Source: an optimization exercise on an open RTL-to-GDS flow (aim: small area, a short achievable clock period and few clock cycles per item). Production flows keep margins and buffers that such runs may drop. At most, simulation tests tie the RTL to the original design; equivalence was not proved. Only the layout flow was run in runs 2 to 4; the RTL was not checked for function there. Power figures rest on the tool's default switching activity, not on a simulated workload.

==> flow/design.v <==
module picycle (
    input  wire         clk,
    input  wire         rst,           
    input  wire [63:0]  cmd,
    input  wire         cmd_valid,
    output wire         cmd_ready,
    output wire [31:0]  pwm_pulse,
    output reg          pwm_write,
    output wire [191:0] led,
    output wire [31:0]  seq_pos,
    output wire         seq_valid,
    output wire         seq_done,
    output wire         seq_dir,
    output wire [31:0]  seq_cycles,
    output wire         status_ill
);
    localparam [21:0] PULSE_LOWER = 22'd500000;
    localparam [20:0] BLINK_U     = 21'd1000000;    
    localparam [21:0] BLINK_2U    = 22'd2000000;
    wire [7:0]  opc = cmd[63:56];
    wire [7:0]  fn  = cmd[55:48];
    wire [15:0] rsv = cmd[47:32];
    wire [31:0] imm = cmd[31:0];
    wire rsv_ok   = (rsv == 16'd0);
    wire fn_zero  = (fn == 8'd0);
    wire fn_hi0   = (fn[7:1] == 7'd0);
    wire imm_zero = (imm == 32'd0);
    wire is_nop     = rsv_ok && opc == 8'h00 && fn_zero && imm_zero;
    wire is_act_tgt = rsv_ok && opc == 8'h10 && fn_zero;
    wire is_act_adv = rsv_ok && opc == 8'h11 && fn_zero && imm_zero;
    wire is_seq_cfg = rsv_ok && opc == 8'h20 && fn[7:3] == 5'd0;
    wire is_seq_rst = rsv_ok && opc == 8'h21 && fn_hi0 && imm_zero;
    wire is_seq_adv = rsv_ok && opc == 8'h22 && fn_hi0 && imm_zero;
    wire is_dsp_col = rsv_ok && opc == 8'h30 && fn_zero;
    wire is_dsp_blk = rsv_ok && opc == 8'h31 && fn_hi0;
    wire is_dsp_rnd = rsv_ok && opc == 8'h32 && fn_zero;
    wire is_dsp_adv = rsv_ok && opc == 8'h33 && fn_zero;
    wire is_legal   = is_nop | is_act_tgt | is_act_adv | is_seq_cfg | is_seq_rst |
                      is_seq_adv | is_dsp_col | is_dsp_blk | is_dsp_rnd | is_dsp_adv;
    reg  busy;
    assign cmd_ready = ~busy;
    wire take = cmd_valid & ~busy;
    reg pend_act;           
    reg pend_seq;           
    reg pend_c;             
    reg pend_dsp;           
    reg ill;
    assign status_ill = ill;
    reg  [7:0]  ang;           
    reg         a2p_pend;      
    reg  [21:0] act_cur;
    reg  [20:0] act_x;         
    reg         act_s;         
    reg  [15:0] q_r;           
    reg         q_up, q_big, q_none, q_ok;
    assign pwm_pulse = {10'd0, act_cur};
    function [7:0] clamp_ang;
        input [31:0] x;
        begin
            if (x[31] || x == 32'd0) clamp_ang = 8'd0;
            else if (x[30:8] != 23'd0 || x[7:0] >= 8'd180) clamp_ang = 8'd180;
            else clamp_ang = x[7:0];
        end
    endfunction
    function [21:0] a2p_th;
        input [3:0] h;
        begin
            a2p_th =
                ({22{h == 4'd0}} & 22'd500000) |
                ({22{h == 4'd1}} & 22'd677777) |
                ({22{h == 4'd2}} & 22'd855555) |
                ({22{h == 4'd3}} & 22'd1033333) |
                ({22{h == 4'd4}} & 22'd1211111) |
                ({22{h == 4'd5}} & 22'd1388888) |
                ({22{h == 4'd6}} & 22'd1566666) |
                ({22{h == 4'd7}} & 22'd1744444) |
                ({22{h == 4'd8}} & 22'd1922222) |
                ({22{h == 4'd9}} & 22'd2100000) |
                ({22{h == 4'd10}} & 22'd2277777) |
                ({22{h == 4'd11}} & 22'd2455555);
        end
    endfunction
    function [21:0] a2p_tl;
        input [3:0] l;
        begin
            a2p_tl =
                ({22{l == 4'd0}} & 22'd0) |
                ({22{l == 4'd1}} & 22'd11111) |
                ({22{l == 4'd2}} & 22'd22222) |
                ({22{l == 4'd3}} & 22'd33333) |
                ({22{l == 4'd4}} & 22'd44444) |
                ({22{l == 4'd5}} & 22'd55555) |
                ({22{l == 4'd6}} & 22'd66666) |
                ({22{l == 4'd7}} & 22'd77777) |
                ({22{l == 4'd8}} & 22'd88888) |
                ({22{l == 4'd9}} & 22'd100000) |
                ({22{l == 4'd10}} & 22'd111111) |
                ({22{l == 4'd11}} & 22'd122222) |
                ({22{l == 4'd12}} & 22'd133333) |
                ({22{l == 4'd13}} & 22'd144444) |
                ({22{l == 4'd14}} & 22'd155555) |
                ({22{l == 4'd15}} & 22'd166666);
        end
    endfunction
    function a2p_c;
        input [3:0] h;
        input [3:0] l;
        reg [3:0] rh, rl;
        begin
            case (h)
            4'd0: rh = 4'd0;  4'd1: rh = 4'd7;  4'd2: rh = 4'd5;  4'd3: rh = 4'd3;
            4'd4: rh = 4'd1;  4'd5: rh = 4'd8;  4'd6: rh = 4'd6;  4'd7: rh = 4'd4;
            4'd8: rh = 4'd2;  4'd9: rh = 4'd0;  4'd10: rh = 4'd7; default: rh = 4'd5;
            endcase
            rl = (l >= 4'd9) ? l - 4'd9 : l;
            a2p_c = ({1'b0, rh} + {1'b0, rl}) >= 5'd9;
        end
    endfunction
    wire        sgn_d  = act_s;
    wire [21:0] act_d  = {act_s, act_x ^ {21{act_s}}};
    wire        adv_ready = q_ok & ~a2p_pend;
    wire        do_adv    = adv_ready & ((take & is_act_adv) | pend_act);
    wire        adv_go    = do_adv & ~q_none;
    wire [21:0] adv_x     = q_big ? {6'd0, q_r} : 22'd2000;
    wire [21:0] cur_adv   = act_cur + (sgn_d ? ~adv_x : adv_x) + {21'd0, q_big ? (q_up ^ sgn_d) : sgn_d};
    wire [21:0] t_th = a2p_th(ang[7:4]);
    wire [21:0] t_tl = a2p_tl(ang[3:0]);
    wire [21:0] t_nc = ~act_cur;
    wire [21:0] csa_s = t_th ^ t_tl ^ t_nc;
    wire [21:0] csa_c = {(t_th[20:0] & t_tl[20:0]) | (t_th[20:0] & t_nc[20:0]) | (t_tl[20:0] & t_nc[20:0]),
                         a2p_c(ang[7:4], ang[3:0])};
    wire [21:0] dd_a  = a2p_pend ? csa_s : act_d;
    wire [21:0] dd_b  = a2p_pend ? csa_c : (sgn_d ? adv_x : ~adv_x);
    wire        dd_ci = a2p_pend ? 1'b1 : (sgn_d ? (q_big & q_up) : (q_big ? ~q_up : 1'b1));
    wire [21:0] d_new = dd_a + dd_b + {21'd0, dd_ci};
    wire [20:0] qx     = act_x;
    wire        qc2    = &qx[1:0];
    wire        qc5    = &qx[4:0];
    wire        qc10   = &qx[9:0];
    wire        qc12   = &qx[11:0];
    wire        qc15   = &qx[14:0];
    wire [5:0]  q_k6   = !sgn_d ? 6'd5 : qc15 ? 6'd37 : qc12 ? 6'd36 : qc10 ? 6'd35 :
                         qc5 ? 6'd34 : qc2 ? 6'd35 : 6'd36;
    localparam [26:0] Q_C0 = 27'd131530755;    
    wire [26:0] qt1 = {1'b0, qx, 5'd0};
    wire [26:0] qt2 = {6'd0, ~qx};
    wire [26:0] qt3 = {8'd0, ~qx[20:2]};
    wire [26:0] qt4 = {11'd0, ~qx[20:5]};
    wire [26:0] qt5 = {16'd0, qx[20:10]};
    wire [26:0] qt6 = {18'd0, qx[20:12]};
    wire [26:0] qt7 = {21'd0, qx[20:15]};
    wire [26:0] qt8 = {Q_C0[26:6], q_k6};
    wire [26:0] qs1 = qt1 ^ qt2 ^ qt3;
    wire [26:0] qc1 = {(qt1[25:0] & qt2[25:0]) | (qt1[25:0] & qt3[25:0]) | (qt2[25:0] & qt3[25:0]), 1'b0};
    wire [26:0] qs2 = qt4 ^ qt5 ^ qt6;
    wire [26:0] qc2v = {(qt4[25:0] & qt5[25:0]) | (qt4[25:0] & qt6[25:0]) | (qt5[25:0] & qt6[25:0]), 1'b0};
    wire [26:0] qs3 = qs1 ^ qc1 ^ qs2;
    wire [26:0] qc3 = {(qs1[25:0] & qc1[25:0]) | (qs1[25:0] & qs2[25:0]) | (qc1[25:0] & qs2[25:0]), 1'b0};
    wire [26:0] qs4 = qc2v ^ qt7 ^ qt8;
    wire [26:0] qc4 = {(qc2v[25:0] & qt7[25:0]) | (qc2v[25:0] & qt8[25:0]) | (qt7[25:0] & qt8[25:0]), 1'b0};
    wire [26:0] qs5 = qs3 ^ qc3 ^ qs4;
    wire [26:0] qc5v = {(qs3[25:0] & qc3[25:0]) | (qs3[25:0] & qs4[25:0]) | (qc3[25:0] & qs4[25:0]), 1'b0};
    wire [26:0] qs6 = qs5 ^ qc5v ^ qc4;
    wire [26:0] qc6 = {(qs5[25:0] & qc5v[25:0]) | (qs5[25:0] & qc4[25:0]) | (qc5v[25:0] & qc4[25:0]), 1'b0};
    wire [26:0] q_prod = qs6 + qc6;
    wire        q_half = q_prod[9];
    wire        q_tie  = q_half && q_prod[8:3] == 6'd0;
    reg  [31:0] cfg_l, cfg_u, cfg_t, cfg_n;
    reg  [31:0] sl, su, st, sn;
    reg  [34:0] rn;            
    reg  [34:0] gn;            
    reg         tlo;           
    reg  [32:0] qm;            
    reg  [31:0] rm;            
    reg         sneg;          
    reg  [5:0]  dcnt;
    reg  [2:0]  sph;
    reg         rcu, rcd;      
    localparam [2:0] P_DIFF = 3'd0, P_NEG = 3'd1, P_DIV = 3'd2, P_S1 = 3'd3,
                     P_S2 = 3'd4, P_READY = 3'd6;
    reg  [31:0] cyc;
    reg         dir, done, valid, esc;
    assign seq_pos    = rn[31:0];
    assign seq_valid  = valid;
    assign seq_done   = done;
    assign seq_dir    = dir;
    assign seq_cycles = cyc;
    wire        s_neg  = sneg;
    wire        r_odd  = rn[0] ^ qm[0];         
    wire        rm_z   = (rm == 32'd0);
    wire [34:0] st2    = {2'b00, st, 1'b0};
    wire [32:0] qm_e   = (rcd & ~s_neg) | (rcu & s_neg) ? {qm[32:1], 1'b0} : qm;
    reg  [34:0] sx, sy;
    reg         sc;
    always @(*) begin
        sx = 35'd0; sy = 35'd0; sc = 1'b0;
        case (sph)
        P_DIFF: begin sx = {{3{cfg_u[31]}}, cfg_u}; sy = ~{{3{cfg_l[31]}}, cfg_l}; sc = 1'b1; end
        P_NEG:  begin sx = {{3{sl[31]}}, sl}; sy = ~{{3{su[31]}}, su}; sc = 1'b1; end
        P_DIV:  begin sx = {2'b00, rm, qm[32]}; sy = ~{3'b000, st}; sc = 1'b1; end
        P_S1:   begin sx = gn; sy = s_neg ? ~{2'b00, rm, 1'b0} : {2'b00, rm, 1'b0}; sc = s_neg; end
        P_S2:   begin sx = gn; sy = s_neg ? st2 : ~st2; sc = ~s_neg; end
        default: begin
            sx = rn;
            sy = s_neg ? ~{2'b00, qm_e} : {2'b00, qm_e};
            sc = s_neg ? (rcu | ~rcd) : rcu;
        end
        endcase
    end
    wire [34:0] ss = sx + sy + {34'd0, sc};
    wire        dv_skip = rm_z && (qm[32:25] == 8'd0) && (dcnt >= 6'd8);
    wire        ss_m1   = (ss == {35{1'b1}});
    wire        gn_m1   = (gn == {35{1'b1}});
    wire        s2_up   = ~s_neg & (~gn[34] | (gn_m1 & r_odd));
    wire        s2_lo   = ~s_neg & rm_z & tlo & r_odd;
    wire        s2_dn   = s_neg & ss[34] & ~(ss_m1 & ~r_odd);
    wire        s2_hi   = s_neg & rm_z & gn_m1 & r_odd;
    wire        s2_tlo  = s_neg ? (s2_hi | (~s2_dn & ss_m1)) : (s2_up ? gn_m1 : (~s2_lo & rm_z & tlo));
    wire        hit_u   = ~esc && ss == {{3{su[31]}}, su};
    wire        hit_l   = ~esc && ss == {{3{sl[31]}}, sl};
    wire        r_in    = (ss[34:31] == 4'b0000) || (ss[34:31] == 4'b1111);
    wire [31:0] cyc_inc = cyc + 32'd1;
    wire        cyc_end = (cyc_inc == sn);
    wire        seq_ready = (sph == P_READY);
    wire        do_seq  = seq_ready & ((take & is_seq_adv & ~done) | pend_seq);
    wire        seq_c   = pend_seq ? pend_c : fn[0];
    reg  [23:0] dsp_ncolor;    
    reg  [7:0]  dsp_value;
    reg         blk_en, blk_phase;
    reg  [20:0] dv;            
    reg         vfix;
    reg         vpend;         
    reg  [3:0]  vd;
    reg  [20:0] dfreq;         
    reg  [20:0] eg;            
    reg  [31:0] eimm;
    reg  [5:0]  ecnt;
    reg  [2:0]  eng;
    localparam [2:0] E_IDLE = 3'd0, E_BIT = 3'd1, E_A1 = 3'd2, E_A2 = 3'd3,
                     E_DBL = 3'd4, E_FRQ = 3'd5;
    wire shown = !blk_en || blk_phase;
    genvar gi;
    generate
        for (gi = 0; gi < 8; gi = gi + 1) begin : g_led
            assign led[24*gi +: 24] = ~(dsp_ncolor | {24{~(shown & dsp_value[gi])}});
        end
    endgenerate
    wire        f_small   = (dfreq <= 21'd66666);           
    wire        may_flip  = ({4'd0, dv} < {dfreq, 4'd0});    
    wire        imm_small = (imm[31:4] == 28'd0);
    wire        dsp_fast  = f_small & imm_small & (eng == E_IDLE);
    wire        v_run     = vpend & ~vfix;                  
    wire        e_big = (eg > BLINK_U);
    wire        e_a1 = (eng == E_A1);
    wire [20:0] vr0 = vpend ? (dfreq & {21{vd[0]}}) : (e_a1 ? (e_big ? BLINK_U : eg) : eg);
    wire [20:0] vr1 = vpend ? ({dfreq[19:0], 1'b0} & {21{vd[1]}}) : (e_a1 ? 21'd0 : (21'd0 - BLINK_U));
    wire [20:0] vr2 = {dfreq[18:0], 2'b00} & {21{vpend & vd[2]}};
    wire [20:0] vr3 = {dfreq[17:0], 3'b000} & {21{vpend & vd[3]}};
    wire [20:0] va = ~vr0, vb = ~vr1, vc = ~vr2, ve = ~vr3;
    wire [20:0] vs1 = dv ^ va ^ vb;
    wire [20:0] vc1 = {(dv[19:0] & va[19:0]) | (dv[19:0] & vb[19:0]) | (va[19:0] & vb[19:0]), 1'b1};
    wire [20:0] vs2 = vs1 ^ vc1 ^ vc;
    wire [20:0] vc2 = {(vs1[19:0] & vc1[19:0]) | (vs1[19:0] & vc[19:0]) | (vc1[19:0] & vc[19:0]), 1'b1};
    wire [20:0] vs3 = vs2 ^ vc2 ^ ve;
    wire [20:0] vc3 = {(vs2[19:0] & vc2[19:0]) | (vs2[19:0] & ve[19:0]) | (vc2[19:0] & ve[19:0]), 1'b1};
    wire [20:0] vdiff = vs3 + vc3 + 21'd1;
    wire        vneg  = vdiff[20];
    wire [20:0] v_fixed = dv + BLINK_U;
    wire [21:0] eg2   = {eg, 1'b0} + {21'd0, (eng == E_FRQ) ? eimm[0] : 1'b0};
    wire [21:0] eg2m  = eg2 - BLINK_2U;
    wire [20:0] eg_dbl = eg2m[21] ? eg2[20:0] : eg2m[20:0];
    wire imm_f_fast = (imm[31:21] == 11'd0) && (imm[20:0] < BLINK_2U[20:0]);
    function [31:0] rev32;
        input [31:0] x;
        integer i;
        begin
            for (i = 0; i < 32; i = i + 1) rev32[i] = x[31 - i];
        end
    endfunction
    always @(posedge clk) begin
        if (do_seq) ang <= clamp_ang(ss[31:0]);
        else ang <= opc[0] ? clamp_ang(cfg_l) : clamp_ang(imm);
        if (!pend_seq) pend_c <= fn[0];
        if (!vpend || v_run) vd <= imm[3:0];
    end
    always @(posedge clk) begin
        if (sph == P_DIFF) begin
            qm   <= {ss[31:0], 1'b0};
            sl   <= cfg_l;
            su   <= cfg_u;
            st   <= cfg_t;
            sn   <= cfg_n;
            gn   <= ~{3'b000, cfg_t};
            tlo  <= 1'b0;
            rm   <= 32'd0;
            dcnt <= 6'd33;
        end else begin
            case (sph)
            P_NEG: qm <= {ss[31:0], 1'b0};
            P_DIV: begin
                if (dv_skip) begin
                    qm   <= {qm[24:0], 8'd0};
                    dcnt <= dcnt - 6'd8;
                end else begin
                    rm   <= ~ss[34] ? ss[31:0] : sx[31:0];
                    qm   <= {qm[31:0], ~ss[34]};
                    dcnt <= dcnt - 6'd1;
                end
            end
            P_S1: gn <= ss;
            P_S2: begin
                rcu <= s2_up | s2_hi;
                rcd <= s2_dn | s2_lo;
                tlo <= s2_tlo;
                if (s2_up || s2_dn) gn <= ss;
                else if (s2_lo) gn <= {35{1'b1}};
                else if (s2_hi) gn <= ~st2;
            end
            default: ;
            endcase
        end
    end
    always @(posedge clk) begin
        q_r    <= q_prod[25:10];
        q_up   <= q_half & ~(q_tie & ~q_prod[10]);
        q_big  <= sgn_d ? (qx >= 21'd66649) : (qx >= 21'd66650);
        q_none <= sgn_d ? (qx <= 21'd15) : (qx <= 21'd16);
    end
    always @(posedge clk) begin
        pwm_write <= 1'b0;
        if (rst) begin
            busy      <= 1'b0;
            pend_act  <= 1'b0;
            pend_seq  <= 1'b0;
            pend_dsp  <= 1'b0;
            ill       <= 1'b0;
            a2p_pend  <= 1'b0;
            act_cur   <= PULSE_LOWER;
            act_x     <= 21'd0;
            act_s     <= 1'b0;
            q_ok      <= 1'b0;
            cfg_l     <= 32'd0;
            cfg_u     <= 32'd0;
            cfg_t     <= 32'd1;
            cfg_n     <= 32'd0;
            sph       <= P_S1;
            rn        <= 35'd0;
            cyc       <= 32'd0;
            dir       <= 1'b0;
            done      <= 1'b1;
            valid     <= 1'b0;
            esc       <= 1'b0;
            dsp_ncolor <= 24'hffffff;
            dsp_value <= 8'd0;
            blk_en    <= 1'b0;
            blk_phase <= 1'b1;
            dv        <= BLINK_U - 21'd1;
            vfix      <= 1'b0;
            vpend     <= 1'b0;
            dfreq     <= 21'd1000;
            eng       <= E_IDLE;
        end else begin
            a2p_pend <= 1'b0;
            if (a2p_pend || adv_go) begin
                act_s <= d_new[21];
                act_x <= d_new[20:0] ^ {21{d_new[21]}};
            end
            q_ok   <= ~(a2p_pend | adv_go);
            if (do_adv) begin
                pend_act <= 1'b0;
                if (!q_none) begin
                    act_cur   <= cur_adv;
                    pwm_write <= 1'b1;
                end
            end
            case (sph)
            P_DIFF: begin
                sneg  <= ss[32];
                sph   <= ss[32] ? P_NEG : P_DIV;
            end
            P_NEG: sph <= P_DIV;
            P_DIV: begin
                if (dv_skip ? (dcnt == 6'd8) : (dcnt == 6'd1)) sph <= P_S1;
            end
            P_S1: sph <= P_S2;
            P_S2: sph <= P_READY;
            default: ;
            endcase
            if (do_seq) begin
                pend_seq <= 1'b0;
                rn       <= ss;
                valid    <= 1'b1;
                if (!r_in) esc <= 1'b1;
                if (hit_u || hit_l) begin
                    dir  <= ~dir;
                    sneg <= ~sneg;
                end
                if (hit_l) begin
                    cyc <= cyc_inc;
                    if (cyc_end) done <= 1'b1;
                end
                if (seq_c) begin
                    a2p_pend <= 1'b1;
                end
                sph <= P_S1;
            end
            vfix <= 1'b0;
            if (vfix) dv <= v_fixed;
            if (v_run) begin
                dv       <= vdiff;
                vfix     <= vneg;
                vpend    <= 1'b0;
                pend_dsp <= 1'b0;
                if (vneg) blk_phase <= ~blk_phase;
            end
            case (eng)
            E_IDLE: begin
                eimm <= opc[1] ? imm : rev32(imm);
                eg   <= opc[1] ? dfreq : 21'd0;
                ecnt <= 6'd32;
            end
            E_BIT: begin
                if (!vfix && !vpend) begin
                    if (eimm == 32'd0) eng <= E_IDLE;
                    else if (eimm[0]) eng <= E_A1;
                    else eng <= E_DBL;
                end
            end
            E_A1: begin
                if (!vfix) begin
                    dv   <= vdiff;
                    vfix <= vneg;
                    if (vneg) blk_phase <= ~blk_phase;
                    eng  <= e_big ? E_A2 : E_DBL;
                end
            end
            E_A2: begin
                if (!vfix) begin
                    dv   <= vdiff;
                    vfix <= vneg;
                    if (vneg) blk_phase <= ~blk_phase;
                    eng  <= E_DBL;
                end
            end
            E_DBL: begin
                eg   <= eg_dbl;
                eimm <= {1'b0, eimm[31:1]};
                eng  <= E_BIT;
            end
            E_FRQ: begin
                eg   <= eg_dbl;
                eimm <= {1'b0, eimm[31:1]};
                ecnt <= ecnt - 6'd1;
                if (ecnt == 6'd0) begin
                    dfreq <= eg;
                    eng   <= E_IDLE;
                end
            end
            default: ;
            endcase
            if (take) begin
                if (!is_legal) begin
                    ill <= 1'b1;
                end else if (is_act_tgt) begin
                    a2p_pend <= 1'b1;
                end else if (is_act_adv) begin
                    if (!adv_ready) pend_act <= 1'b1;
                end else if (is_seq_cfg) begin
                    case (fn[2:0])
                        3'd0: cfg_l <= imm;
                        3'd1: cfg_u <= imm;
                        3'd2: if (!imm_zero) cfg_t <= imm;
                        3'd3: cfg_n <= imm;
                        default: ;
                    endcase
                end else if (is_seq_rst) begin
                    sph     <= P_DIFF;
                    rn      <= {{3{cfg_l[31]}}, cfg_l};
                    dir     <= 1'b0;
                    cyc     <= 32'd0;
                    done    <= 1'b0;
                    valid   <= 1'b1;
                    esc     <= 1'b0;
                    if (fn[0]) begin
                        a2p_pend <= 1'b1;
                    end
                end else if (is_seq_adv) begin
                    if (done) valid <= 1'b0;
                    else if (!seq_ready) begin
                        pend_seq <= 1'b1;
                    end
                end else if (is_dsp_col) begin
                    if (imm[31:24] == 8'd0) dsp_ncolor <= ~imm[23:0];
                end else if (is_dsp_blk) begin
                    if (!fn[0]) begin
                        blk_en    <= 1'b0;
                        blk_phase <= 1'b1;
                        dv        <= BLINK_U - 21'd1;
                        vfix      <= 1'b0;
                        vpend     <= 1'b0;
                    end else if (!imm_zero) begin
                        if (!blk_en) begin
                            blk_phase <= 1'b1;
                            dv        <= BLINK_U - 21'd1;
                            vfix      <= 1'b0;
                            vpend     <= 1'b0;
                        end
                        blk_en <= 1'b1;
                        if (imm_f_fast) dfreq <= imm[20:0];
                        else eng <= E_FRQ;
                    end
                end else if (is_dsp_rnd) begin
                    if (!imm[31] && imm[30:8] == 23'd0) dsp_value <= imm[7:0];
                end else if (is_dsp_adv) begin
                    if (blk_en) begin
                        if (dsp_fast) begin
                            vpend <= 1'b1;
                            if (may_flip || vpend || vfix) pend_dsp <= 1'b1;
                        end else begin
                            eng  <= E_BIT;
                        end
                    end
                end
            end
            busy <= 1'b0;
            if (take && is_legal) begin
                if (is_act_adv && !adv_ready) busy <= 1'b1;
                if (is_seq_adv && !done && !seq_ready) busy <= 1'b1;
                if (is_dsp_blk && fn[0] && !imm_zero && !imm_f_fast) busy <= 1'b1;
                if (is_dsp_adv && blk_en && (!dsp_fast || may_flip || vpend || vfix)) busy <= 1'b1;
            end
            if (pend_act && !do_adv) busy <= 1'b1;
            if (pend_seq && !do_seq) busy <= 1'b1;
            if (pend_dsp && !v_run) busy <= 1'b1;
            if (eng == E_FRQ && ecnt != 6'd0) busy <= 1'b1;
            if (eng == E_A1 || eng == E_A2 || eng == E_DBL) busy <= 1'b1;
            if (eng == E_BIT && (vfix || vpend || eimm != 32'd0)) busy <= 1'b1;
        end
    end
endmodule
==> flow/run.sh <==
#!/bin/bash
# synth_recipe.tcl (not shown) runs the flow's synth.tcl, then flattens the netlist and writes it again
# the make line also repeats each setting of config.mk as NAME=value (left out here)
make -C /OpenROAD-flow-scripts/flow DESIGN_CONFIG=/design/flow/config.mk WORK_HOME=/design/flow/orfs CLKGATE_MAP_FILE= SYNTH_SCRIPT=/design/flow/synth_recipe.tcl finish
==> flow/config.mk <==
export PLATFORM = sky130hd
export DESIGN_NAME = picycle
export DESIGN_NICKNAME = picycle
export VERILOG_FILES = /design/flow/design.v
export SDC_FILE = /design/flow/constraint.sdc
export NUM_CORES = 4
export LEC_CHECK = 0
export CAP_MARGIN = 20
export CORE_MARGIN = 2
export CORE_UTILIZATION = 40
export SETUP_SLACK_MARGIN = 5
export SLEW_MARGIN = 20
==> flow/constraint.sdc <==
create_clock -name core_clock -period 12.0 [get_ports {clk}]
set_input_delay 2.4000 -clock core_clock [delete_from_list [all_inputs] [get_ports {clk}]]
set_output_delay 2.4000 -clock core_clock [all_outputs]
set_load 0.01 [all_outputs]
==> results of run 1 <==
-- where the power goes --
part / switching [mW] / internal, mW
registers: 0.375 / 2.79
logic: 4.85 / 2.55
clock network: 1.11 / 1.59
total: 6.34 / 6.93
-- final timing paths --
path | cells after the start | slack, ns | endpoint
setup reg to reg | 20 | 5.11 | sneg
setup / recovery | 14 | 5.07 | cyc[28]
hold reg to reg | 0 | 0.43 | sn[30]
hold / removal | 0 | 0.43 | sn[30]
-- worst max-delay path, stage by stage --
cell,delay (ns)
clkdlybuf4s50_1,0.46
or4_1,0.70
or3_1,0.44
nor3_4,0.29
a41o_2,0.37
nand3_4,0.33
a211oi_2,0.28
nand4_1,0.22
nor4b_4,0.47
nand4_1,0.14
buf_4,0.20
or3_2,0.67
or3_1,0.40
a21oi_1,0.15
-- cell usage in the layout (no fill, tap or decap), drive strengths merged, types with 22 or more instances in the layout --
cell / Yosys / routed
buf: 132 / 133
nand2: 746 / 746
nor4: 102 / 102
inv: 299 / 305
nor2b: 79 / 79
a221oi: 22 / 22
nand4: 58 / 58
xnor2: 227 / 227
o21ai: 315 / 315
o211ai: 76 / 76
a22oi: 33 / 33
o21a: 36 / 36
mux4: 32 / 32
nor2: 653 / 653
dfxtp: 407 / 407
o311a: 22 / 22
clkdlybuf4s50: 0 / 345
a211oi: 115 / 115
mux2i: 129 / 129
or3: 48 / 50
edfxtp: 261 / 261
o22ai: 40 / 40
fa: 129 / 129
a31oi: 24 / 24
and3: 63 / 63
a21oi: 458 / 458
clkbuf: 326 / 116
ha: 205 / 205
nand2b: 42 / 42
nor3: 192 / 192
xor2: 121 / 121
clkinv: 5 / 30
and2: 24 / 24
a21o: 44 / 44
nand3: 122 / 122
-- layout make-up --
class	instances	area, um2
inverter	304	1150
multi-input combinational	4428	29600
clock inverter	42	505
fill	11800	63100
antenna	4	10.0
tap	1612	2020
timing repair buffer	484	4670
clock buffer	113	2440
sequential	668	16000
-- sequential cells by signal, summed over array words and instances, names as in the netlist, 8 cells and up, named ones only --
register    flops
cfg_n          32
dv             21
q_r            16
cfg_l          32
cfg_t          32
ang             8
act_x          21
rn             35
cfg_u          32
qm             33
eimm           32
eg             21
sl             32
cyc            32
dsp_value       8
dsp_ncolor     24
st             32
sn             32
gn             35
rm             32
dfreq          21
su             32
act_cur        22
-- timing repair --
item                       CTS  global route
pin swaps                   10             4
buffers inserted            20            17
gates cloned                 2             1
resized for setup           62            58
setup endpoints to repair  127           117
-- logic make-up (layout without fill, tap and decap cells) --
group,after synthesis,in the layout,synth area share
buffers and inverters,762,943,0.0641
AO/OA/AOI/OAI,1341,1341,0.175
other,1,14,0.0000781
XOR/XNOR,350,350,0.0644
flip-flops,668,668,0.333
adder cells (fa/ha/maj),334,334,0.107
multiplexers,179,179,0.0461
AND/OR/NAND/NOR,2212,2214,0.211
-- per-layer routing --
| layer | global-route usage | vias to the layer above |
|---|---|---|
| met5 | 0.000392 | - |
| met4 | 0.140 | 0 |
| met3 | 0.0631 | 418 |
| met2 | 0.483 | 2365 |
| met1 | 0.416 | 21900 |
| li1 | - | 20800 |
==> flow_summary.yaml, run 1 <==
synth:
  yosysMostFrequentCell: "nand2_1"
  synth_top_area_cell: "dfxtp_1"
  synthFlopType: "dfxtp_1"
  syn_inst: 5847
  netlist_area_um2: 48000
  avgSynthCellArea_um2: 8.22
  ys_async_sr_fraction: 0
  synth_top_cells_by_count: "nand2_1, nor2_1, a21oi_1, dfxtp_1, clkbuf_1"
  netlist_top_cells_area: "dfxtp_1, edfxtp_1, nand2_1, fa_1, ha_1"
  yosys.area.top_type_share: 0.170
  yosysUniqueCellTypes: 101
  yosys_warnings: 1
  synth_edf_count: 261
  yosysSeqAreaShare: 0.333
  ys_ff_latch: 668
detailed_routing:
  ant_nets: 0
  drc: 0
  vias: 45500
  routed_via_density: 5.94
  dr.pass1.iters: 8
  routedWlPerCell_um: 25.6
  dr_wl_met2_mm: 86.5
  first_iter_violations: 5174
  met3WireLength_mm: 19.0
  m1WireLength_mm: 80.8
  highest_layer: "met4"
  totalWireLength_mm: 196
critical_path:
  worstSetupPathType: "input port to register"
  setup.worst_path.start: "cmd[51]"
  crit_path_max_fanout: 18
  crit_arrival_ns: 7.54
  critPathLaunchType: "input port"
  cp_data_required_time_ns: 12.60
  timing.rr.start: "sph[0]"
  cp-end-kind: "register"
floorplan:
  initial_utilization: 0.402
  core_um2: 119000
  die-area_um2: 123000
  die_width_um: 351
  dieHeight_um: 351
  ios: 361
  row_count: 127
sta:
  hold_ws_ns: 0.426
  tns_ns: 0
  setup_viol: 0
  hold_viol_final: 0
  clock_skew_ns: 0.0439
  post-route-min-period_ns: 6.93
  fmax_mhz: 144
  drv_slew: 0
  rsz0062_at_grt: "true"
  fin_crit_sh: 0.578
  layout_setup_ws_ns: 5.07
  tightest_slew_ns: 1.23
  slew-limit-headroom: 0.172
placement:
  dpl.hpwl_mm: 144
  gp_congestion: 0.994
  preCtsSetupSlack_ns: 3.50
  dp.cells: 7455
  port_buffers: 350
  dpl_cell_area_um2: 52500
global_route:
  overflow: 0
  grt_max_degree: 91
  grt_pass1_wl_mm: 287
  antenna_found_initial: 5
  track_usage: 0.311
  grt_pass1_vias: 43200
clock_network:
  cts_tree: "done"
  clock_sinks: 668
  holdBufCountCts: 0
  cts_root_buf: "clkbuf_16"
  path_clk_slew_ns: 0.06
  cts_made_buffers: 83
  clk_latency_ns: 0.69
  htreeDepth: 3
  clock_path_buffers: 3
final_layout:
  area_delta_synth_final_pct: 17.4
  nNetsFinal: 6370
  stdcell_count: 7655
  drive_above_1_share: 0.0760
  fin_area_um2: 56400
  fin_util: 0.472
power:
  power_leakage_nw: 21.1
  powerDensity_nw_per_um2: 235
  finalPower_mw: 13.3
  irDropWorstVdd_mv: 0.266
status:
  outcome: "complete, no violations"
hold_path:
  hp-class: "register to register"
  min-delay-start: "cfg_n[30]"
flow_run:
  maxCapViolCount: 0
Testbench counts, summed over its fixed seeds: cycles 25,463, commands 24,000.
==> inputs of run 2 (changes only) <==
--- a/flow/design.v
+++ b/flow/design.v
@@ -177,7 +177,7 @@
     reg  [2:0]  sph;
     reg         rcu, rcd;      
     localparam [2:0] P_DIFF = 3'd0, P_NEG = 3'd1, P_DIV = 3'd2, P_S1 = 3'd3,
-                     P_S2 = 3'd4, P_READY = 3'd6;
+                     P_S2 = 3'd4, P_S3 = 3'd5, P_READY = 3'd6;
     reg  [31:0] cyc;
     reg         dir, done, valid, esc;
     assign seq_pos    = rn[31:0];
@@ -216,11 +216,22 @@
     wire        s2_dn   = s_neg & ss[34] & ~(ss_m1 & ~r_odd);
     wire        s2_hi   = s_neg & rm_z & gn_m1 & r_odd;
     wire        s2_tlo  = s_neg ? (s2_hi | (~s2_dn & ss_m1)) : (s2_up ? gn_m1 : (~s2_lo & rm_z & tlo));
-    wire        hit_u   = ~esc && ss == {{3{su[31]}}, su};
-    wire        hit_l   = ~esc && ss == {{3{sl[31]}}, sl};
-    wire        r_in    = (ss[34:31] == 4'b0000) || (ss[34:31] == 4'b1111);
+    reg         f_hu, f_hl, f_in, f_ce;
+    reg  [7:0]  f_ang;
+    always @(posedge clk) begin
+        if (sph == P_S3) begin
+            f_hu  <= ss == {{3{su[31]}}, su};
+            f_hl  <= ss == {{3{sl[31]}}, sl};
+            f_in  <= (ss[34:31] == 4'b0000) || (ss[34:31] == 4'b1111);
+            f_ang <= clamp_ang(ss[31:0]);
+        end
+        f_ce <= (cyc_inc == sn);
+    end
+    wire        hit_u   = ~esc & f_hu;
+    wire        hit_l   = ~esc & f_hl;
+    wire        r_in    = f_in;
     wire [31:0] cyc_inc = cyc + 32'd1;
-    wire        cyc_end = (cyc_inc == sn);
+    wire        cyc_end = f_ce;
     wire        seq_ready = (sph == P_READY);
     wire        do_seq  = seq_ready & ((take & is_seq_adv & ~done) | pend_seq);
     wire        seq_c   = pend_seq ? pend_c : fn[0];
@@ -278,7 +289,7 @@
         end
     endfunction
     always @(posedge clk) begin
-        if (do_seq) ang <= clamp_ang(ss[31:0]);
+        if (do_seq) ang <= f_ang;
         else ang <= opc[0] ? clamp_ang(cfg_l) : clamp_ang(imm);
         if (!pend_seq) pend_c <= fn[0];
         if (!vpend || v_run) vd <= imm[3:0];
@@ -383,7 +394,8 @@
                 if (dv_skip ? (dcnt == 6'd8) : (dcnt == 6'd1)) sph <= P_S1;
             end
             P_S1: sph <= P_S2;
-            P_S2: sph <= P_READY;
+            P_S2: sph <= P_S3;
+            P_S3: sph <= P_READY;
             default: ;
             endcase
             if (do_seq) begin
==> flow/flow/run.sh (new file) <==
#!/bin/bash
# The standard layout, with timing repair aimed at a larger setup margin.
set -euo pipefail
bash standard.sh SETUP_SLACK_MARGIN=7 finish > standard_flow.log 2>&1
==> flow/standard.sh (new file) <==
#!/bin/bash
# synth_recipe.tcl (not shown) runs the flow's synth.tcl, then flattens the netlist and writes it again
# the make line also repeats each setting of config.mk as NAME=value (left out here)
make -C /OpenROAD-flow-scripts/flow DESIGN_CONFIG=/design/flow/config.mk WORK_HOME=/design/flow/orfs CLKGATE_MAP_FILE= SYNTH_SCRIPT=/design/flow/synth_recipe.tcl "${@:-finish}"
removed: flow/run.sh
==> run 2 against run 1 <==
Against the previous run:
- clock skew up 0.0072 ns
- utilization up 6.0 points
- largest cell class unchanged
- largest power group unchanged
- wire length up 4.9%
- critical path type is now register to register
- hold slack worse by 0.0074 ns
==> flow_summary.yaml, run 2 <==
sta:
  setup_viol: 0
  hold_ws_ns: 0.419
  drv_slew: 0
  tightest_slew_ns: 1.26
  rsz0062_at_grt: "true"
  tns_ns: 0
  hold_viol_final: 0
  clock_skew_ns: 0.0511
  fmax_mhz: 171
  fin_crit_sh: 0.486
  slew-limit-headroom: 0.144
  layout_setup_ws_ns: 6.17
  post-route-min-period_ns: 5.83
synth:
  synth_edf_count: 272
  synth_top_area_cell: "dfxtp_1"
  yosysUniqueCellTypes: 116
  ys_async_sr_fraction: 0
  yosysMostFrequentCell: "nand2_1"
  yosys.area.top_type_share: 0.171
  netlist_top_cells_area: "dfxtp_1, edfxtp_1, nand2_1, nor2_1, fa_1"
  synth_top_cells_by_count: "nand2_1, nor2_1, dfxtp_1, a21oi_1, o21ai_0"
  netlist_area_um2: 47900
  synthFlopType: "dfxtp_1"
  yosysSeqAreaShare: 0.341
  syn_inst: 5755
  ys_ff_latch: 680
  avgSynthCellArea_um2: 8.32
  yosys_warnings: 1
critical_path:
  reg2reg_slack_ns: 6.17
  crit_arrival_ns: 6.32
  setup.worst_path.start: "eg[11]"
  rr_endpoint: "dv[17]"
  cp-end-kind: "register"
  timing.rr.start: "eg[11]"
  worstSetupPathType: "register to register"
  crit_path_max_fanout: 6
  cp_data_required_time_ns: 12.49
  reg2reg_depth: 26
  critPathLaunchType: "register"
status:
  outcome: "complete, no violations"
floorplan:
  core_um2: 118000
  die-area_um2: 122000
  die_width_um: 350
  row_count: 126
  ios: 361
  dieHeight_um: 350
  initial_utilization: 0.404
placement:
  preCtsSetupSlack_ns: 3.96
  port_buffers: 350
  gp_congestion: 0.992
  dp.cells: 7381
  dpl.hpwl_mm: 136
flow_run:
  maxCapViolCount: 0
hold_path:
  min-delay-start: "cfg_n[0]"
  hp-class: "register to register"
  holdPathEnd: "sn[0]"
  min_delay_path_depth: 0
clock_network:
  path_clk_slew_ns: 0.06
  cts_root_buf: "clkbuf_16"
  clock_path_buffers: 3
  clock_sinks: 680
  holdBufCountCts: 0
  cts_made_buffers: 80
  clk_latency_ns: 0.70
  cts_tree: "done"
  htreeDepth: 3
final_layout:
  final_cell_mix: "nand2_1, nor2_1, dfxtp_1, a21oi_1, clkdlybuf4s50_1"
  area_delta_synth_final_pct: 31.6
  layout_commonest_cell: "nand2_1"
  drive_above_1_share: 0.187
  filler_cell_count: 10700
  nNetsFinal: 6641
  biggestRegsByFlops: "gn (35), rn (35), qm (33)"
  stdcell_count: 7905
global_route:
  grt_pass1_wl_mm: 296
  grt_max_degree: 92
  grt_pass1_vias: 44500
  antenna_found_initial: 0
  overflow: 0
  track_usage: 0.322
power:
  powerDensity_nw_per_um2: 245
  power_leakage_nw: 24.2
  finalPower_mw: 15.4
  irDropWorstVdd_mv: 0.247
detailed_routing:
  routedWlPerCell_um: 26.0
  routed_via_density: 6.02
  dr.pass1.iters: 6
  vias: 47500
  totalWireLength_mm: 205
  ant_nets: 0
  first_iter_violations: 5323
  drc: 0
-- run 2: cell types whose count changed after synthesis, sizes merged, moves of 31 or more --
cell,before,now
nor4,102,61
nor3,192,106
nor2b,79,48
nor2,653,734
mux2i,129,179
mux4,32,0
a21oi,458,376
-- run 2: routing by layer --
metal / GRT usage / share of wire
met3: 0.0764 / 0.11
met4: 0.164 / 0.064
met5: 0 / 0
met1: 0.421 / 0.39
met2: 0.496 / 0.43
-- run 2: cells by family after synthesis --
family	count (synthesis)	share of synthesized area
fa+ha+maj	335	0.108
flops	680	0.341
buf+inv	734	0.0629
simple gates	2095	0.194
compound gates	1359	0.186
other cells	1	0.0000784
mux	188	0.0396
xor+xnor	363	0.0677
-- run 2: worst max-delay path by stage --
stage	to	slack (ns)	cells after the start
2_1_floorplan	dv[17]	6.41	25
6_report	dv[17]	6.17	26
3_5_place_dp	gn[30]	3.96	20
5_1_grt	dv[15]	5.93	26
4_1_cts	dv[17]	6.17	25
3_3_place_gp	gn[27]	3.92	20
-- run 2: metrics by stage --
| step | area, um2 | util |
|---|---|---|
| 3_3_place_gp | 52700 | 0.445 |
| 2_1_floorplan | 48400 | - |
| 3_5_place_dp | 52700 | 0.445 |
| 6_report | 63000 | 0.532 |
| 4_1_cts | 60800 | 0.514 |
| 5_1_grt | 63000 | 0.532 |
-- run 2: where the power goes --
part           switching, mW  total [mW]  internal, mW
clock network           1.11        2.73          1.62
registers              0.354        3.18          2.82
logic                   5.46        9.52          4.06
-- run 2: cell type report --
cell class | count | area (um2) | area share
multi-input cells | 4365 | 31800 | 0.505
repair buffers | 813 | 8660 | 0.137
diodes | 1 | 2.50 | 0.0000397
well taps | 1600 | 2000 | 0.0318
inverters | 297 | 1170 | 0.0186
repair inverters | 2 | 17.5 | 0.000278
flip-flops and latches | 680 | 16400 | 0.261
clock buffers | 102 | 2240 | 0.0355
clock inverters | 45 | 687 | 0.0109
-- run 2: repair_timing --
| item | CTS | global route |
|---|---|---|
| setup endpoints to repair | 503 | 345 |
| pin swaps | 255 | 170 |
| buffers inserted | 224 | 106 |
| resized for setup | 636 | 302 |
| gates cloned | 36 | 8 |
| hold endpoints to repair | 0 | 0 |
-- run 2: worst max-delay path, stage by stage (launching register included) --
cell	delay, ns
edfxtp_1	0.45
nor4_4	0.46
nand3_1	0.15
o221ai_2	0.21
a211oi_2	0.11
buf_6	0.15
nor2_4	0.17
a22oi_2	0.10
fa_1	0.54
inv_1	0.05
fa_1	0.45
fa_1	0.51
ha_2	0.20
inv_2	0.04
fa_2	0.34
a21o_1	0.18
a21oi_2	0.18
o21ai_2	0.07
a21oi_2	0.17
o21bai_2	0.09
a41o_1	0.23
o41ai_4	0.21
buf_4	0.19
o21bai_1	0.08
xor2_1	0.15
o21ai_1	0.12
nand2_1	0.07
==> inputs of run 3 (changes only) <==
--- a/flow/design.v
+++ b/flow/design.v
@@ -169,7 +169,6 @@
     reg  [31:0] sl, su, st, sn;
     reg  [34:0] rn;            
     reg  [34:0] gn;            
-    reg         tlo;           
     reg  [32:0] qm;            
     reg  [31:0] rm;            
     reg         sneg;          
@@ -209,13 +208,12 @@
     end
     wire [34:0] ss = sx + sy + {34'd0, sc};
     wire        dv_skip = rm_z && (qm[32:25] == 8'd0) && (dcnt >= 6'd8);
-    wire        ss_m1   = (ss == {35{1'b1}});
+    wire        gn_lo   = (gn == ~st2);            
     wire        gn_m1   = (gn == {35{1'b1}});
     wire        s2_up   = ~s_neg & (~gn[34] | (gn_m1 & r_odd));
-    wire        s2_lo   = ~s_neg & rm_z & tlo & r_odd;
-    wire        s2_dn   = s_neg & ss[34] & ~(ss_m1 & ~r_odd);
+    wire        s2_lo   = ~s_neg & rm_z & gn_lo & r_odd;
+    wire        s2_dn   = s_neg & ss[34] & ~(gn_lo & ~r_odd);
     wire        s2_hi   = s_neg & rm_z & gn_m1 & r_odd;
-    wire        s2_tlo  = s_neg ? (s2_hi | (~s2_dn & ss_m1)) : (s2_up ? gn_m1 : (~s2_lo & rm_z & tlo));
     reg         f_hu, f_hl, f_in, f_ce;
     reg  [7:0]  f_ang;
     always @(posedge clk) begin
@@ -302,7 +300,6 @@
             st   <= cfg_t;
             sn   <= cfg_n;
             gn   <= ~{3'b000, cfg_t};
-            tlo  <= 1'b0;
             rm   <= 32'd0;
             dcnt <= 6'd33;
         end else begin
@@ -322,7 +319,6 @@
             P_S2: begin
                 rcu <= s2_up | s2_hi;
                 rcd <= s2_dn | s2_lo;
-                tlo <= s2_tlo;
                 if (s2_up || s2_dn) gn <= ss;
                 else if (s2_lo) gn <= {35{1'b1}};
                 else if (s2_hi) gn <= ~st2;
==> flow/flow/run.sh (replaced) <==
#!/bin/bash
# The standard layout, with timing repair aimed at a larger setup margin.
set -euo pipefail
bash standard.sh SETUP_SLACK_MARGIN=6 finish > standard_flow.log 2>&1
==> run 3 against run 2 <==
Against the previous run:
- still clean
- clock power is 5% lower
- via count decreased by 1.7%
- combinational power down 24%
- wire length fell by 0.29%
- cell count down 1.3%
- register-to-register slack worse by 0.13 ns
- critical path depth is 1 lower
- non-clock buffer count shrank 297
- clock-buffer cell count increased by 12
- hold slack improved by 0.0032 ns
- largest power group unchanged
==> flow_summary.yaml, run 3 <==
final_layout:
  multi_input_area_um2: 30400
  drive_above_1_share: 0.0821
  stdcell_count: 7803
  final_cell_mix: "nand2_1, nor2_1, a21oi_1, dfxtp_1, clkdlybuf4s50_1"
  seq_area_um2: 16300
  fin_area_um2: 57800
  biggestRegsByFlops: "gn (35), rn (35), qm (33)"
  layout_commonest_cell: "nand2_1"
  filler_cell_count: 11700
  nNetsFinal: 6511
  fin_util: 0.475
  area_delta_synth_final_pct: 17.8
floorplan:
  row_count: 128
  ios: 361
  die-area_um2: 126000
  initial_utilization: 0.403
  core_um2: 122000
  die_width_um: 354
  dieHeight_um: 354
detailed_routing:
  routed_via_density: 5.99
  drc: 0
  first_iter_violations: 5355
  routedWlPerCell_um: 26.3
  vias: 46700
  totalWireLength_mm: 205
  ant_nets: 0
  dr.pass1.iters: 8
synth:
  avgSynthCellArea_um2: 8.25
  synth_edf_count: 272
  netlist_area_um2: 49100
  yosys.area.top_type_share: 0.166
  ys_async_sr_fraction: 0
  syn_inst: 5949
  netlist_top_cells_area: "edfxtp_1, dfxtp_1, nand2_1, nor2_1, fa_1"
  yosys_warnings: 1
  ys_ff_latch: 679
  synthFlopType: "dfxtp_1"
  synth_top_area_cell: "edfxtp_1"
  yosysSeqAreaShare: 0.332
  synth_top_cells_by_count: "nand2_1, nor2_1, a21oi_1, dfxtp_1, inv_1"
  yosysUniqueCellTypes: 110
  yosysMostFrequentCell: "nand2_1"
hold_path:
  hp-class: "register to register"
placement:
  preCtsSetupSlack_ns: 3.88
  dpl_cell_area_um2: 53800
  dpl.hpwl_mm: 149
  gp_congestion: 1.05
  port_buffers: 350
  dp.cells: 7594
sta:
  clock_skew_ns: 0.0643
  hold_ws_ns: 0.422
  layout_setup_ws_ns: 6.04
  tightest_slew_ns: 1.16
  fmax_mhz: 168
  drv_slew: 0
  hold_viol_final: 0
  fin_crit_sh: 0.496
  post-route-min-period_ns: 5.96
  tns_ns: 0
  slew-limit-headroom: 0.224
  rsz0062_at_grt: "true"
  setup_viol: 0
critical_path:
  cp-end-kind: "register"
  worstSetupPathType: "register to register"
  timing.rr.start: "eg[3]"
  cp_data_required_time_ns: 12.53
  cp_top_family: "adder cells"
  crit_path_max_fanout: 4
  crit_buf_inv: 2
  critPathLaunchType: "register"
  rr_endpoint: "dv[19]"
  cp-endpoint: "dv[19]"
  cpMaxStageDelayCell: "fa_1"
  setup.worst_path.start: "eg[3]"
  reg2reg_depth: 25
  reg2reg_slack_ns: 6.04
  critPathMaxStageDelay_ns: 0.55
  crit_arrival_ns: 6.48
  path_depth: 25
clock_network:
  cts_made_buffers: 79
  clock_path_buffers: 3
  cts_tree: "done"
  holdBufCountCts: 0
  cts_root_buf: "clkbuf_16"
  htreeDepth: 3
  clk_latency_ns: 0.73
  path_clk_slew_ns: 0.06
  clock_sinks: 679
flow_run:
  maxCapViolCount: 0
global_route:
  grt.busiest_layer: "met2"
  use_met3: 0.0604
  grt_max_degree: 113
  grt_pass1_vias: 44600
  use_met2: 0.509
  global_route.usage.met1: 0.398
  track_usage: 0.315
  grt_pass1_wl_mm: 298
  overflow: 0
  antenna_found_initial: 5
power:
  irDropWorstVdd_mv: 0.386
  powerDensity_nw_per_um2: 225
  finalPower_mw: 13.0
  power_leakage_nw: 22.2
status:
  outcome: "complete, no violations"
==> run 3: layout make-up <==
class / count / area share
Multi-Input combinational cell: 4518 / 0.526
Clock buffer: 114 / 0.0391
Antenna cell: 2 / 0.0000865
Timing Repair Buffer: 516 / 0.0884
Tap cell: 1625 / 0.0351
Inverter: 315 / 0.0207
Sequential cell: 679 / 0.282
Clock inverter: 34 / 0.00841
==> run 3: worst min-delay path by stage <==
stage / start / endpoint / slack [ns] / cells past startpoint
finish: cfg_n[8] / sn[8] / 0.42 / 0
global route: cfg_n[26] / sn[26] / 0.43 / 0
CTS: cfg_n[8] / sn[8] / 0.42 / 0
detailed placement: cfg_n[2] / sn[2] / 0.42 / 0
global placement: cfg_n[24] / sn[24] / 0.41 / 0
floorplan: cfg_n[0] / sn[0] / 0.41 / 0
==> run 3: report_power, final <==
group,leakage [nW],total (mW),internal [mW],switching (mW)
Combinational,14.9,7.24,2.49,4.75
Clock,1.30,2.58,1.45,1.13
Sequential,6.00,3.23,2.83,0.398
Total,22.2,13.0,6.77,6.27
==> run 3: cell families (layout without fill, tap and decap cells) <==
family                     after synthesis  after routing  share of synthesized area
AOI/OAI and AO/OA                     1407           1408                      0.186
buffers and inverters                  763            979                     0.0637
other                                    1             12                  0.0000764
and+or+nand+nor                       2187           2188                      0.200
adders and majority gates              335            335                      0.105
DFF                                    679            679                      0.332
xor gates and xnor gates               407            407                     0.0787
muxes                                  170            170                     0.0351
==> run 3: metal layers <==
metal  vias to the layer above  routed length, um
li1                      21200                  -
met5                         -                 18
met2                      2522              93400
met1                     22500              81500
met4                         2              12300
met3                       581              17700
==> run 3: repair_timing <==
| action | 4_1_cts | 5_1_grt |
|---|---|---|
| endpoints found under the setup margin | 319 | 233 |
| pin swaps | 22 | 29 |
| gates cloned | 7 | 2 |
| endpoints found under the hold margin | 0 | 0 |
| resized for setup | 104 | 81 |
| buffers inserted | 26 | 24 |
==> inputs of run 4 (changes only) <==
==> flow/flow/run.sh (replaced) <==
#!/bin/bash
# The standard layout, with timing repair aimed at a larger setup margin.
set -euo pipefail
bash standard.sh SETUP_SLACK_MARGIN=6.5 finish > standard_flow.log 2>&1
==> run 4 against run 3 <==
Against the previous run:
- die area unchanged
- wire length is 5.5% higher
- final area up 4.2%
- hold slack better by 0.0050 ns
- utilization grew 2.0 points
- global-route usage grew 1.2 points
- synthesized area did not move
- largest power group unchanged
- clock skew increased by 0.0054 ns
- still clean
==> flow_summary.yaml, run 4 <==
status:
  outcome: "complete, no violations"
synth:
  ys_ff_latch: 679
  yosys_warnings: 1
  synth_top_area_cell: "edfxtp_1"
  yosysMostFrequentCell: "nand2_1"
  synth_edf_count: 272
  synth_top_cells_by_count: "nand2_1, nor2_1, a21oi_1, dfxtp_1, inv_1"
  yosysSeqAreaShare: 0.332
  yosysUniqueCellTypes: 110
  synthFlopType: "dfxtp_1"
  syn_inst: 5949
  netlist_top_cells_area: "edfxtp_1, dfxtp_1, nand2_1, nor2_1, fa_1"
  avgSynthCellArea_um2: 8.25
  netlist_area_um2: 49100
  ys_async_sr_fraction: 0
  yosys.area.top_type_share: 0.166
clock_network:
  htreeDepth: 3
  clock_path_buffers: 3
  clk_latency_ns: 0.73
  holdBufCountCts: 0
  path_clk_slew_ns: 0.06
  cts_tree: "done"
  cts_root_buf: "clkbuf_16"
  cts_made_buffers: 81
  clock_sinks: 679
floorplan:
  core_um2: 122000
  die-area_um2: 126000
  ios: 361
  die_width_um: 354
  row_count: 128
  dieHeight_um: 354
  initial_utilization: 0.403
critical_path:
  crit_path_max_fanout: 5
  worstSetupPathType: "register to register"
  crit_arrival_ns: 6.69
  critPathLaunchType: "register"
  cp-end-kind: "register"
  cp_data_required_time_ns: 12.53
sta:
  post-route-min-period_ns: 6.16
  hold_ws_ns: 0.427
  slew-limit-headroom: 0.223
  rsz0062_at_grt: "true"
  setup_viol: 0
  clock_skew_ns: 0.0697
  fmax_mhz: 162
  tightest_slew_ns: 1.16
  fin_crit_sh: 0.513
  tns_ns: 0
  hold_viol_final: 0
  layout_setup_ws_ns: 5.84
  drv_slew: 0
global_route:
  track_usage: 0.327
  antenna_found_initial: 3
  overflow: 0
  grt_pass1_vias: 45600
  grt_max_degree: 89
  grt_pass1_wl_mm: 309
power:
  irDropWorstVdd_mv: 0.377
  pwr-share-seq: 0.232
  finalPower_mw: 13.9
  swShare: 0.479
  p_int_mw: 7.25
  powerDensity_nw_per_um2: 231
  power.switching_mw: 6.67
  p_comb_frac: 0.578
  power.share.clock: 0.189
  power_leakage_nw: 23.2
placement:
  port_buffers: 350
  dp.cells: 7591
  gp_congestion: 1.01
  dpl_cell_area_um2: 53800
  preCtsSetupSlack_ns: 4.24
  dpl.hpwl_mm: 151
detailed_routing:
  ant_nets: 0
  vias: 48100
  routedWlPerCell_um: 27.2
  first_iter_violations: 5373
  totalWireLength_mm: 216
  dr.pass1.iters: 6
  routed_via_density: 6.06
  drc: 0
final_layout:
  fin_util: 0.495
  drive_above_1_share: 0.126
  nNetsFinal: 6646
  final_cell_mix: "nand2_1, nor2_1, a21oi_1, dfxtp_1, clkdlybuf4s50_1"
  fin_area_um2: 60300
  stdcell_count: 7939
  area_delta_synth_final_pct: 22.7
  layout_commonest_cell: "nand2_1"
  filler_cell_count: 11500
  biggestRegsByFlops: "gn (35), rn (35), qm (33)"
hold_path:
  hp-class: "register to register"
flow_run:
  maxCapViolCount: 0
run 4: layout make-up:
class,count,area [um2],area share
inverters,315,1190,0.0198
multi-input cells,4527,31400,0.522
well taps,1625,2030,0.0337
diodes,1,2.50,0.0000415
clock inverters,44,572,0.00949
flip-flops and latches,679,16300,0.271
clock buffers,108,2220,0.0368
repair buffers,640,6480,0.107
run 4: path summary, 6_finish.rpt:
kind              startpoint  endpoint  slack, ns  depth (start not counted)
setup / recovery      eg[15]    dv[19]       5.84                         25
hold / removal      cfg_n[5]     sn[5]       0.43                          0
setup reg to reg      eg[15]    dv[19]       5.84                         25
hold reg to reg     cfg_n[5]     sn[5]       0.43                          0
run 4: logic make-up (layout without fill, tap and decap cells):
kind of cell,Yosys count,count (layout),share of synthesized area
other,1,11,0.0000764
and+or+nand+nor,2187,2198,0.200
AOI/OAI and AO/OA,1407,1407,0.186
muxes,170,170,0.0351
adders and majority gates,335,335,0.105
xor gates and xnor gates,407,407,0.0787
buffers and inverters,763,1107,0.0637
DFF,679,679,0.332
run 4: critical path, cell delays in order, from the launching register on:
cell and delay [ns]:
edfxtp_1 0.51, nor4_4 0.32, nand4_1 0.21, nor4b_4 0.39
a211o_1 0.21, a21oi_2 0.07, and2_4 0.21, nor2_4 0.16
a22oi_2 0.08, fa_1 0.52, inv_2 0.04, fa_1 0.51
fa_1 0.61, ha_4 0.17, inv_2 0.04, fa_2 0.33
a21o_1 0.17, a21oi_2 0.16, o21bai_1 0.11, a21oi_2 0.17
o21ai_2 0.10, a211o_1 0.30, nand3_1 0.08, and4b_1 0.20
xor2_1 0.19, o211ai_1 0.10
run 4: timing repair:
item | 4_1_cts | 5_1_grt
setup endpoints to repair | 373 | 262
resized for setup | 224 | 237
setup buffers | 114 | 55
gates cloned | 11 | 13
pin swaps | 61 | 96
endpoints found under the hold margin | 0 | 0
run 4: power groups by stage:
stage | Sequential (mW) | Combinational, mW | Clock (mW)
3_3_place_gp | 3.27 | 6.50 | 0
4_1_cts | 3.20 | 7.16 | 2.65
6_report | 3.23 | 8.04 | 2.64
2_1_floorplan | 3.04 | 4.04 | 0
3_5_place_dp | 3.26 | 6.48 | 0
5_1_grt | 3.23 | 8.31 | 2.75
run 4: layer usage:
| metal | vias up | global-route usage | part of all wire |
|---|---|---|---|
| met3 | 705 | 0.0730 | 0.097 |
| li1 | 21400 | - | - |
| met4 | 4 | 0.192 | 0.072 |
| met1 | 23200 | 0.411 | 0.39 |
| met2 | 2770 | 0.515 | 0.44 |
| met5 | - | 0 | 0.00015 |
==> inputs of run 5 (changes only) <==
--- a/flow/design.v
+++ b/flow/design.v
@@ -259,7 +259,8 @@
     wire        imm_small = (imm[31:4] == 28'd0);
     wire        dsp_fast  = f_small & imm_small & (eng == E_IDLE);
     wire        v_run     = vpend & ~vfix;                  
-    wire        e_big = (eg > BLINK_U);
+    reg         e_big;         
+    always @(posedge clk) e_big <= (eg > BLINK_U);
     wire        e_a1 = (eng == E_A1);
     wire [20:0] vr0 = vpend ? (dfreq & {21{vd[0]}}) : (e_a1 ? (e_big ? BLINK_U : eg) : eg);
     wire [20:0] vr1 = vpend ? ({dfreq[19:0], 1'b0} & {21{vd[1]}}) : (e_a1 ? 21'd0 : (21'd0 - BLINK_U));
==> flow/flow/run.sh (replaced) <==
#!/bin/bash
# The standard layout, with timing repair aimed at a larger setup margin.
set -euo pipefail
bash standard.sh SETUP_SLACK_MARGIN=6 finish > standard_flow.log 2>&1
--- a/flow/config.mk
+++ b/flow/config.mk
@@ -7,6 +7,6 @@
 export LEC_CHECK = 0
 export CAP_MARGIN = 20
 export CORE_MARGIN = 2
-export CORE_UTILIZATION = 40
+export CORE_UTILIZATION = 55
 export SETUP_SLACK_MARGIN = 5
 export SLEW_MARGIN = 20
==> run 5 against run 4 <==
Against the previous run:
- still clean
- wire length is 12% lower
- critical path depth is 8 lower
- utilization is 16 points higher
- clock skew is 0.024 ns lower
- clock power hardly changed
- total power is 0.72% lower
- synthesized cell count is 2.7% lower
- clock-buffer cell count is 10 lower
- die area is 29% lower
- highest routed layer is now met4
==> flow_summary.yaml, run 5 <==
floorplan:
  row_count: 107
  die_width_um: 298
  ios: 361
  initial_utilization: 0.557
  die-area_um2: 89100
  dieHeight_um: 298
  core_um2: 85500
clock_network:
  htreeDepth: 3
  clk_latency_ns: 0.69
  path_clk_slew_ns: 0.07
  holdBufCountCts: 0
  cts_tree: "done"
  cts_root_buf: "clkbuf_16"
  clock_path_buffers: 3
  cts_made_buffers: 78
  clock_sinks: 680
synth:
  yosys.area.top_type_share: 0.171
  synth_mux_area_frac: 0.0225
  yosysUniqueCellTypes: 96
  synth_fa_ha_area_frac: 0.109
  yosysMostFrequentCell: "nand2_1"
  ys_ff_latch: 680
  yosys.area_share.simple: 0.191
  ys_async_sr_fraction: 0
  netlist_top_cells_area: "dfxtp_1, edfxtp_1, nand2_1, fa_1, ha_1"
  yosys_warnings: 1
  avgSynthCellArea_um2: 8.24
  yosysSeqAreaShare: 0.343
  synth_edf_count: 272
  synth_top_area_cell: "dfxtp_1"
  synthFlopType: "dfxtp_1"
  synth_top_family_by_area: "compound AO/OA/AOI/OAI gates"
  synth-compound-area-share: 0.198
  synth_top_cells_by_count: "nand2_1, nor2_1, a21oi_1, dfxtp_1, clkbuf_1"
  netlist_area_um2: 47700
  syn_inst: 5786
  synthXorXnorAreaFrac: 0.0730
sta:
  setup_viol: 0
  layout_setup_ws_ns: 5.97
  hold_ws_ns: 0.425
  fmax_mhz: 166
  slew-limit-headroom: 0.112
  post-route-min-period_ns: 6.03
  rsz0062_at_grt: "true"
  tns_ns: 0
  clock_skew_ns: 0.0455
  hold_viol_final: 0
  tightest_slew_ns: 1.32
  drv_slew: 0
  fin_crit_sh: 0.502
critical_path:
  cp-endpoint: "f_ang[2]"
  cp_data_required_time_ns: 12.36
  reg2reg_depth: 17
  crit_path_max_fanout: 36
  crit_path_cell_trace: "clkinvlp_4 > buf_4 > nand2_1 > buf_6 > nand2_1 > a31oi_1 > ha_1 > o21ai_0 > o21ai_1 > a41o_1 > a21oi_2 > o21ai_0 > a21oi_1 > xor2_1 > nand4_1 > nor2_1 > a31oi_1"
  critPathLaunchType: "register"
  rr_endpoint: "f_ang[2]"
  cp_top_family: "compound AO/OA/AOI/OAI gates"
  cp-end-kind: "register"
  path_depth: 17
  setup.worst_path.start: "sph[2]"
  worstSetupPathType: "register to register"
  timing.rr.start: "sph[2]"
  critPathMaxStageDelay_ns: 0.53
  reg2reg_slack_ns: 5.97
  cpMaxStageDelayCell: "dfxtp_4"
  crit_arrival_ns: 6.39
  crit_buf_inv: 3
final_layout:
  biggestRegsByFlops: "gn (35), rn (35), qm (33)"
  layout_commonest_cell: "nand2_1"
  multi_input_area_um2: 29000
  fin_area_um2: 55600
  final_cell_mix: "nand2_1, nor2_1, a21oi_1, dfxtp_1, clkdlybuf4s50_1"
  filler_cell_count: 7273
  drive_above_1_share: 0.0720
  stdcell_count: 7118
  nNetsFinal: 6308
  seq_area_um2: 16400
  fin_util: 0.650
  area_delta_synth_final_pct: 16.6
detailed_routing:
  routedWlPerCell_um: 26.7
  totalWireLength_mm: 190
  drc: 0
  dr.pass1.iters: 17
  vias: 46300
  routed_via_density: 6.51
  ant_nets: 0
  first_iter_violations: 6435
global_route:
  track_usage: 0.412
  global_route.usage.met1: 0.532
  use_met3: 0.0986
  grt_pass1_wl_mm: 279
  use_met2: 0.637
  grt_pass1_vias: 43200
  overflow: 0
  grt_max_degree: 81
  antenna_found_initial: 2
  grt.busiest_layer: "met2"
placement:
  port_buffers: 350
  dpl.hpwl_mm: 135
  dpl_cell_area_um2: 51700
  gp_congestion: 1.05
  dp.cells: 6934
  preCtsSetupSlack_ns: 4.43
power:
  irDropWorstVdd_mv: 0.362
  power_leakage_nw: 21.0
  powerDensity_nw_per_um2: 248
  finalPower_mw: 13.8
hold_path:
  hp-class: "register to register"
flow_run:
  maxCapViolCount: 0
status:
  outcome: "complete, no violations"
==> run 5: worst min path at each step <==
stage	from	end	slack, ns	cells after the start
floorplan	cfg_n[0]	sn[0]	0.41	0
global placement	cfg_n[16]	sn[16]	0.41	0
detailed placement	cfg_n[12]	sn[12]	0.41	0
CTS	cfg_n[12]	sn[12]	0.43	0
global route	cfg_n[24]	sn[24]	0.45	0
finish	cfg_n[26]	sn[26]	0.42	0
==> run 5: worst register-to-register path, delay by kind of cell (launching register included) <==
family                     cells  cell delay [ns]
DFF                            1             0.53
buffers and inverters          3             0.72
and+or+nand+nor                4             1.11
adders and majority gates      1             0.39
AOI/OAI and AO/OA              8             2.46
xor gates and xnor gates       1             0.52
==> run 5: final cells by class <==
type / count / share of cell area
Clock buffer: 98 / 0.0385
Sequential cell: 680 / 0.294
Timing Repair Buffer: 484 / 0.0872
Tap cell: 1144 / 0.0257
Inverter: 316 / 0.0216
Clock inverter: 47 / 0.0116
Antenna cell: 3 / 0.000135
Multi-Input combinational cell: 4346 / 0.521
==> run 5: cells by family (layout without fill, tap and decap cells) <==
group	Yosys count	after routing
and+or+nand+nor	2048	2050
adders and majority gates	337	337
muxes	106	106
AOI/OAI and AO/OA	1456	1456
xor gates and xnor gates	387	387
buffers and inverters	771	945
other	1	13
DFF	680	680
==> run 5: layer usage <==
layer / part of all wire / vias to the layer above / wire, um
met3: 0.11 / 794 / 21700
met5: 0 / - / 0
li1: - / 20600 / -
met2: 0.44 / 3001 / 83400
met4: 0.073 / 0 / 13800
met1: 0.37 / 21900 / 71200
==> run 5: timing repair <==
item	4_1_cts	5_1_grt
endpoints found under the setup margin	254	188
buffers inserted	14	13
pin swaps	7	10
cloned	4	4
resized for setup	78	88
==> run 5: where the power goes <==
| group | total (mW) | switching, mW | internal [mW] |
|---|---|---|---|
| logic | 7.91 | 5.16 | 2.74 |
| registers | 3.29 | 0.407 | 2.88 |
| clock network | 2.61 | 1.09 | 1.52 |
| total | 13.8 | 6.66 | 7.15 |
Testbench counts of run 5, summed over its fixed seeds: cycles 25,575, commands 24,000.

what the ideal ports hide:
The flow's constraints put no driver on any port. The routed layouts listed below were extracted and timed again, unchanged, in two steps. Step 1 assumes that a clkbuf_16 drives the clock port and a buf_2 every other input. Step 2 moves the port delays by t, midway between the first and last clock arrival at a register: inputs arrive t later, outputs are due t later. That takes back most of the time a late clock gives input paths. Slacks: ideal ports / drivers / drivers and shift; pairs: ideal ports / drivers.
| run | t, ns | setup slack, ns | worst setup path after step 2 | slew at the worst register clock pin (ns) |
|---|---|---|---|---|
| run 1 | 0.755 | 5.066 / 5.111 / 4.374 | input to register | 0.07 / 0.07 |
| run 2 | 0.748 | 6.169 / 6.169 / 6.169 | register to register | 0.07 / 0.07 |
| run 3 | 0.775 | 6.043 / 6.043 / 5.383 | input to register | 0.07 / 0.07 |
| run 4 | 0.768 | 5.841 / 5.841 / 5.490 | input to register | 0.07 / 0.07 |
| run 5 | 0.736 | 5.973 / 5.973 / 5.394 | input to register | 0.07 / 0.07 |
After both steps every run listed still meets setup and hold. The setup slack of run 1, which loses most, moves by +0.045 ns with the drivers and by -0.692 ns with both steps.
